From an optimization exercise on the open Yosys and OpenROAD flow, aimed at small area, a short achievable clock period and few clock cycles; shortcuts taken in it are not production practice. At most, simulation tests tie the RTL to the original design; equivalence was not proved. No activity file was given, so power comes from the tool's default toggle rates.

== v7 ==
==> flow/design.v <==
module pcm_cfgderive (
    input  wire        clk,
    input  wire        rst,           
    input  wire        start,
    output wire        ready,
    input  wire [7:0]  cfg,           
    input  wire [31:0] rate,
    input  wire [31:0] chunk,
    output reg         done,
    output wire [3:0]  result,        
    output wire [31:0] desc,          
    output wire [31:0] period,        
    output wire [31:0] chunk_eff      
);
    localparam [21:0] C2M = 22'd2000000;
    reg         run;         
    reg  [19:0] r_rate;
    reg  [19:0] rem;
    reg  [20:0] qm;          
    reg  [1:0]  dd;          
    reg         r_exact;     
    reg  [2:0]  r_res;
    reg         d_w8, d_w16, d_sgn, d_ord;
    reg  [12:0] r_ce;
    assign ready = !run;
    wire accept = start && !run;
    wire       w8     = (cfg[4:0] == 5'd8);
    wire       w16    = (cfg[4:0] == 5'd16);
    wire       bad_w  = !(w8 || w16);
    wire       bad_s  = (cfg[6:5] == 2'd3);
    wire       bad_r  = (rate == 32'd0);
    wire       bad_c  = (|chunk[31:13]) || (chunk[12] && (|chunk[11:0]));
    wire       ok     = !(bad_w || bad_s || bad_r || bad_c);
    wire       big    = |rate[31:20];     
    wire [2:0] res_in = bad_w ? 3'd1 : bad_s ? 3'd2 : bad_r ? 3'd3 : bad_c ? 3'd4 : 3'd0;
    wire       sgn    = cfg[6] ? 1'b1 : cfg[5] ? 1'b0 : w16;
    wire       exact  = (rate == 32'd128)   || (rate == 32'd640)   || (rate == 32'd3200) ||
                        (rate == 32'd16000) || (rate == 32'd80000) || (rate == 32'd400000);
    wire        c_small = ~|chunk[12:7];
    wire [11:0] c_half  = chunk[12:1] + {11'd0, chunk[0]};
    wire [12:0] c_up    = w16 ? {c_half, 1'b0} : chunk[12:0];
    wire [12:0] ce_in   = !ok ? 13'd0 : c_small ? 13'd128 : c_up;
    reg  [20:0] mark0;
    reg  [19:0] rem0;
    reg  [1:0]  dd0;
    integer i;
    always @* begin
        mark0 = 21'd0;
        rem0  = 20'd0;
        dd0   = 2'd0;
        for (i = 0; i < 20; i = i + 1) begin
            if (rate[i] && !(|(rate[19:0] >> (i + 1)))) begin
                mark0[i + (i & 1)] = 1'b1;
                rem0 = rem0 | (C2M >> (22 - (i + (i & 1))));
                dd0  = dd0 | {C2M[21 - (i + (i & 1))], C2M[20 - (i + (i & 1))]};
            end
        end
    end
    reg  [1:0]  dd_nx;
    reg         above;
    always @* begin
        dd_nx = 2'd0;
        above = 1'b0;
        for (i = 20; i >= 0; i = i - 1) begin
            if (qm[i] && !above && (i % 2 == 0) && i <= 18)
                dd_nx = {C2M[19 - i], C2M[18 - i]};
            above = above | qm[i];
        end
    end
    wire [22:0] x   = {3'b000, rem, dd};
    wire [22:0] r1  = {3'b000, r_rate};
    wire [22:0] r2  = {2'b00, r_rate, 1'b0};
    wire [22:0] sub1 = x - r1;
    wire [22:0] sub2 = x - r2;
    wire [22:0] cs_s = x ^ ~r1 ^ ~r2;
    wire [22:0] cs_c = (x & ~r1) | (x & ~r2) | (~r1 & ~r2);
    wire [22:0] sub3 = cs_s + {cs_c[21:0], 1'b0} + 23'd2;
    wire        ge1 = !sub1[22];
    wire        ge2 = !sub2[22];
    wire        ge3 = !sub3[22];
    wire        qb1 = ge2;
    wire        qb2 = ge3 | (ge1 & !ge2);
    wire [19:0] rem2 = ge3 ? sub3[19:0] : ge2 ? sub2[19:0] : ge1 ? sub1[19:0] : x[19:0];
    wire        fin   = qm[20];
    wire        rnd   = qb2 && !r_exact;
    wire [18:0] hi_p1 = qm[18:0] + 19'd1;
    wire [18:0] hi_nx = (fin && ge3 && !r_exact) ? hi_p1 : qm[18:0];
    always @(posedge clk) begin
        if (run) begin
            rem <= rem2;
            qm  <= {hi_nx, fin ? qb1 ^ rnd : qb1, qb2};
            dd  <= dd_nx;
        end else begin
            r_rate <= rate[19:0];
            rem    <= rem0;
            qm     <= !ok ? 21'd0 : big ? 21'd2 : mark0;
            r_exact <= exact;
            dd     <= dd0;
            r_res  <= res_in;
            d_w8   <= ok && w8;
            d_w16  <= ok && w16;
            d_sgn  <= ok && sgn;
            d_ord  <= ok && cfg[7];
            r_ce   <= ce_in;
        end
    end
    always @(posedge clk) begin
        if (rst) begin
            run  <= 1'b0;
            done <= 1'b0;
        end else if (run) begin
            run  <= !qm[20];
            done <= qm[20];
        end else begin
            run  <= accept && ok && !big;
            done <= accept && !(ok && !big);
        end
    end
    wire d_ok = d_w8 | d_w16;
    assign result    = {1'b0, r_res};
    assign desc      = {7'd0, d_w8, 7'd0, d_ok, 12'd0, d_ord, d_sgn, d_w16, d_w8};
    assign period    = {12'd0, qm[20:1]};
    assign chunk_eff = {19'd0, r_ce};
endmodule
Settings: LEC_CHECK=0, ABC_CLOCK_PERIOD_IN_PS=4000, CAP_MARGIN=20, CORE_MARGIN=2, CORE_UTILIZATION=40, SLEW_MARGIN=20; clock period 10.0 ns.
standard.sh (not shown) runs the stock make flow with config.mk's settings and CLKGATE_MAP_FILE= SYNTH_SCRIPT=/design/flow/synth_recipe.tcl, a recipe that flattens the netlist after the stock synthesis.
==> flow/flow/run.sh <==
#!/bin/bash
# Layout flow: the standard ORFS flow (standard.sh) with its standard
# synthesis, changed only in how the layout is optimised:
#  - port buffers of sky130_fd_sc_hd__buf_1 instead of the resizer's pick,
#  - a clock tree of clkbuf_4/clkbuf_8 buffers without dummy loads,
#  - repair_timing aiming at a setup margin of MARGIN ns.
# The make run's full output goes to standard.log in this folder; ORFS's
# per-step logs stay under orfs/logs.
set -uo pipefail
MARGIN=6
export BUFFER_PORTS_ARGS="-buffer_cell sky130_fd_sc_hd__buf_1"
export CTS_ARGS="-sink_clustering_enable -repair_clock_nets -buf_list {sky130_fd_sc_hd__clkbuf_4 sky130_fd_sc_hd__clkbuf_8} -dont_use_dummy_load"
bash standard.sh SETUP_SLACK_MARGIN=$MARGIN finish > standard.log 2>&1
Testbench counts of v7, summed over its fixed seeds: cycles 6,097.
Relative to v7, the following input files were edited for v30:
- swapping 4000 for 3500 in ABC_CLOCK_PERIOD_IN_PS
--- a/flow/flow/run.sh
+++ b/flow/flow/run.sh
@@ -9,3 +9,3 @@
 set -uo pipefail
-MARGIN=6
+MARGIN=6.5
 export BUFFER_PORTS_ARGS="-buffer_cell sky130_fd_sc_hd__buf_1"
--- outcome ---
v30 | status: complete | timing, DRC, antenna: pass. Cell area: v30 > v7. Summary of v30 over v7: clock group share of total power lower, number of vias after detailed routing higher.


== oak ==
pcm_cfgderive, a different RTL version from the one above (not shown whole).
Size: roughly 980 cells after synthesis, roughly 180 I/O pins.
==> flow/config.mk <==
export PLATFORM = sky130hd
export DESIGN_NAME = pcm_cfgderive
export DESIGN_NICKNAME = pcm_cfgderive
export VERILOG_FILES = /design/flow/design.v
export SDC_FILE = /design/flow/constraint.sdc
export NUM_CORES = 4
export LEC_CHECK = 0
export CAP_MARGIN = 20
export CORE_MARGIN = 2
export CORE_UTILIZATION = 40
export SLEW_MARGIN = 20
==> flow/constraint.sdc <==
create_clock -name core_clock -period 10.0 [get_ports {clk}]
set_input_delay 2.0000 -clock core_clock [delete_from_list [all_inputs] [get_ports {clk}]]
set_output_delay 2.0000 -clock core_clock [all_outputs]
set_load 0.01 [all_outputs]
==> flow/flow/run.sh <==
#!/bin/bash
# Layout flow: the standard ORFS flow (standard.sh) with its standard
# synthesis, changed only in how the layout is optimised:
#  - port buffers of sky130_fd_sc_hd__buf_1 instead of the resizer's pick,
#  - a clock tree of clkbuf_4/clkbuf_8 buffers without dummy loads,
#  - repair_timing aiming at a setup margin of MARGIN ns.
# The make run's full output goes to standard.log in this folder; ORFS's
# per-step logs stay under orfs/logs.
set -uo pipefail
MARGIN=5.5
export BUFFER_PORTS_ARGS="-buffer_cell sky130_fd_sc_hd__buf_1"
export CTS_ARGS="-sink_clustering_enable -repair_clock_nets -buf_list {sky130_fd_sc_hd__clkbuf_4 sky130_fd_sc_hd__clkbuf_8} -dont_use_dummy_load"
bash standard.sh SETUP_SLACK_MARGIN=$MARGIN finish > standard.log 2>&1
Per the final summary, oak finished and its layout is clean on timing, DRC and antenna.
What pine does differently from oak at the input level:
--- a/flow/flow/run.sh
+++ b/flow/flow/run.sh
@@ -9,3 +9,3 @@
 set -uo pipefail
-MARGIN=5.5
+MARGIN=6
 export BUFFER_PORTS_ARGS="-buffer_cell sky130_fd_sc_hd__buf_1"
==> run summary <==
Re total of flip-flops plus latches after synthesis: no difference whatsoever between pine and oak. The register-to-register slack in pine was higher than what oak gave. oak -> pine: critical path depth delta 0, exact match. pine and oak ended up with nearly the same proportion of power drawn by combinational gates. In the tables for pine and oak, aggregate global-route resource usage reads lower with oak. When the final numbers for pine and oak were put side by side, the count of fill cells added during filler insertion turned out to be greater in oak.
What birch does differently from pine at the input level:
--- a/flow/flow/run.sh
+++ b/flow/flow/run.sh
@@ -12,2 +12,2 @@
 export CTS_ARGS="-sink_clustering_enable -repair_clock_nets -buf_list {sky130_fd_sc_hd__clkbuf_4 sky130_fd_sc_hd__clkbuf_8} -dont_use_dummy_load"
-bash standard.sh SETUP_SLACK_MARGIN=$MARGIN finish > standard.log 2>&1
+bash standard.sh SETUP_SLACK_MARGIN=$MARGIN SKIP_REPAIR_TIE_FANOUT=1 finish > standard.log 2>&1
### Flow results
- Status | pine and birch | clean
- | design area | higher: pine |
- Of the two values seen for highest metal layer used by the detailed router, met5 was produced by pine and met4 by birch.
- Higher total power of the final layout goes to pine over birch.
- The setup slack of birch is smaller than that of pine.
- Number of port buffers: birch vs pine identical
- Diff birch..pine | synthesized cell count | unchanged
- Against pine, birch comes in 0.017 ns higher on clock period minus final worst setup slack.
- In the metrics for pine and birch, the one carrying the lower data-path buffer share of cell area in the final layout is pine.
- birch against pine: post-DP HPWL fell by 1.9%; hold slack fell by 0.0048 ns.
No functional check of the RTL was part of any run of this note.


pcm_cfgderive, a different RTL version from the one above (not shown whole).
Size in the first run: about 86 flip-flops.
==> flow/config.mk <==
export PLATFORM = sky130hd
export DESIGN_NAME = pcm_cfgderive
export DESIGN_NICKNAME = pcm_cfgderive
export VERILOG_FILES = /design/flow/design.v
export SDC_FILE = /design/flow/constraint.sdc
export NUM_CORES = 4
export LEC_CHECK = 0
export CAP_MARGIN = 20
export CORE_MARGIN = 2
export CORE_UTILIZATION = 60
export SLEW_MARGIN = 20
==> flow/constraint.sdc <==
create_clock -name core_clock -period 10.0 [get_ports {clk}]
set_input_delay 2.0000 -clock core_clock [delete_from_list [all_inputs] [get_ports {clk}]]
set_output_delay 2.0000 -clock core_clock [all_outputs]
set_load 0.01 [all_outputs]
==> flow/flow/run.sh <==
#!/bin/bash
# Layout flow: the standard ORFS flow (standard.sh) with its standard
# synthesis, changed only in how the layout is optimised:
#  - port buffers of sky130_fd_sc_hd__buf_1 instead of the resizer's pick,
#  - a clock tree of clkbuf_4/clkbuf_8 buffers without dummy loads,
#  - repair_timing aiming at a setup margin of MARGIN ns.
# The make run's full output goes to standard.log in this folder; ORFS's
# per-step logs stay under orfs/logs.
set -uo pipefail
MARGIN=5.5
export BUFFER_PORTS_ARGS="-buffer_cell sky130_fd_sc_hd__buf_1"
export CTS_ARGS="-sink_clustering_enable -repair_clock_nets -buf_list {sky130_fd_sc_hd__clkbuf_4 sky130_fd_sc_hd__clkbuf_8} -dont_use_dummy_load"
bash standard.sh SETUP_SLACK_MARGIN=$MARGIN SKIP_REPAIR_TIE_FANOUT=1 finish > standard.log 2>&1
The first run finished clean.
Then changed:
--- a/flow/flow/run.sh
+++ b/flow/flow/run.sh
@@ -10 +10 @@
-MARGIN=5.5
+MARGIN=5.0
Outcome: Via count shrinks by 4.6%. Count of clock-buffer cells in the layout does not change. Sequential power stays flat. Final area shrinks by about 7.5%. Worst setup slack got worse by 45 ps.
Function was not checked in any run of this note: the RTL went through the layout flow alone.

[separate check: timing with driven ports]
The results above use ideal ports. As a check the final layouts listed here were re-extracted and re-timed, cells and wires unchanged. Step 1 sets driving cells, clkbuf_16 on the clock port and buf_2 on the other inputs (assumed; they add their load-dependent delay and slew). Step 2 also shifts input and output timing later by t, the mid clock arrival at the registers, as if the neighbouring blocks saw the same clock. Three values: no drivers, after step 1, after step 2; two values: the first two.
| run | t, ns | setup slack, ns | hold slack, ns | worst setup path at the end | worst data-port slew with drivers (ns) |
|---|---|---|---|---|---|
| v7 | 0.389 | 6.047 / 6.052 / 5.664 | 0.576 / 0.576 / 0.576 | input to register | 0.05 |
| v30 | 0.398 | 6.127 / 6.114 / 5.716 | 0.556 / 0.556 / 0.556 | input to register | 0.07 |
| oak | 0.406 | 5.965 / 5.965 / 5.619 | 0.510 / 0.510 / 0.510 | input to register | 0.08 |
| pine | 0.412 | 6.087 / 6.087 / 5.842 | 0.517 / 0.517 / 0.517 | input to register | 0.08 |
| birch | 0.391 | 6.070 / 6.089 / 5.698 | 0.513 / 0.513 / 0.513 | input to register | 0.04 |
| the first run of note 3 | 0.383 | 5.121 / 5.121 / 5.121 | 0.565 / 0.565 / 0.565 | register to register | 0.05 |
| the second run of note 3 | 0.387 | 5.075 / 5.075 / 5.075 | 0.547 / 0.547 / 0.547 | register to register | 0.06 |
After both steps every run listed still meets setup and hold. For v30, which loses most, drivers alone change the setup slack by -0.013 ns; drivers and shift together by -0.411 ns.
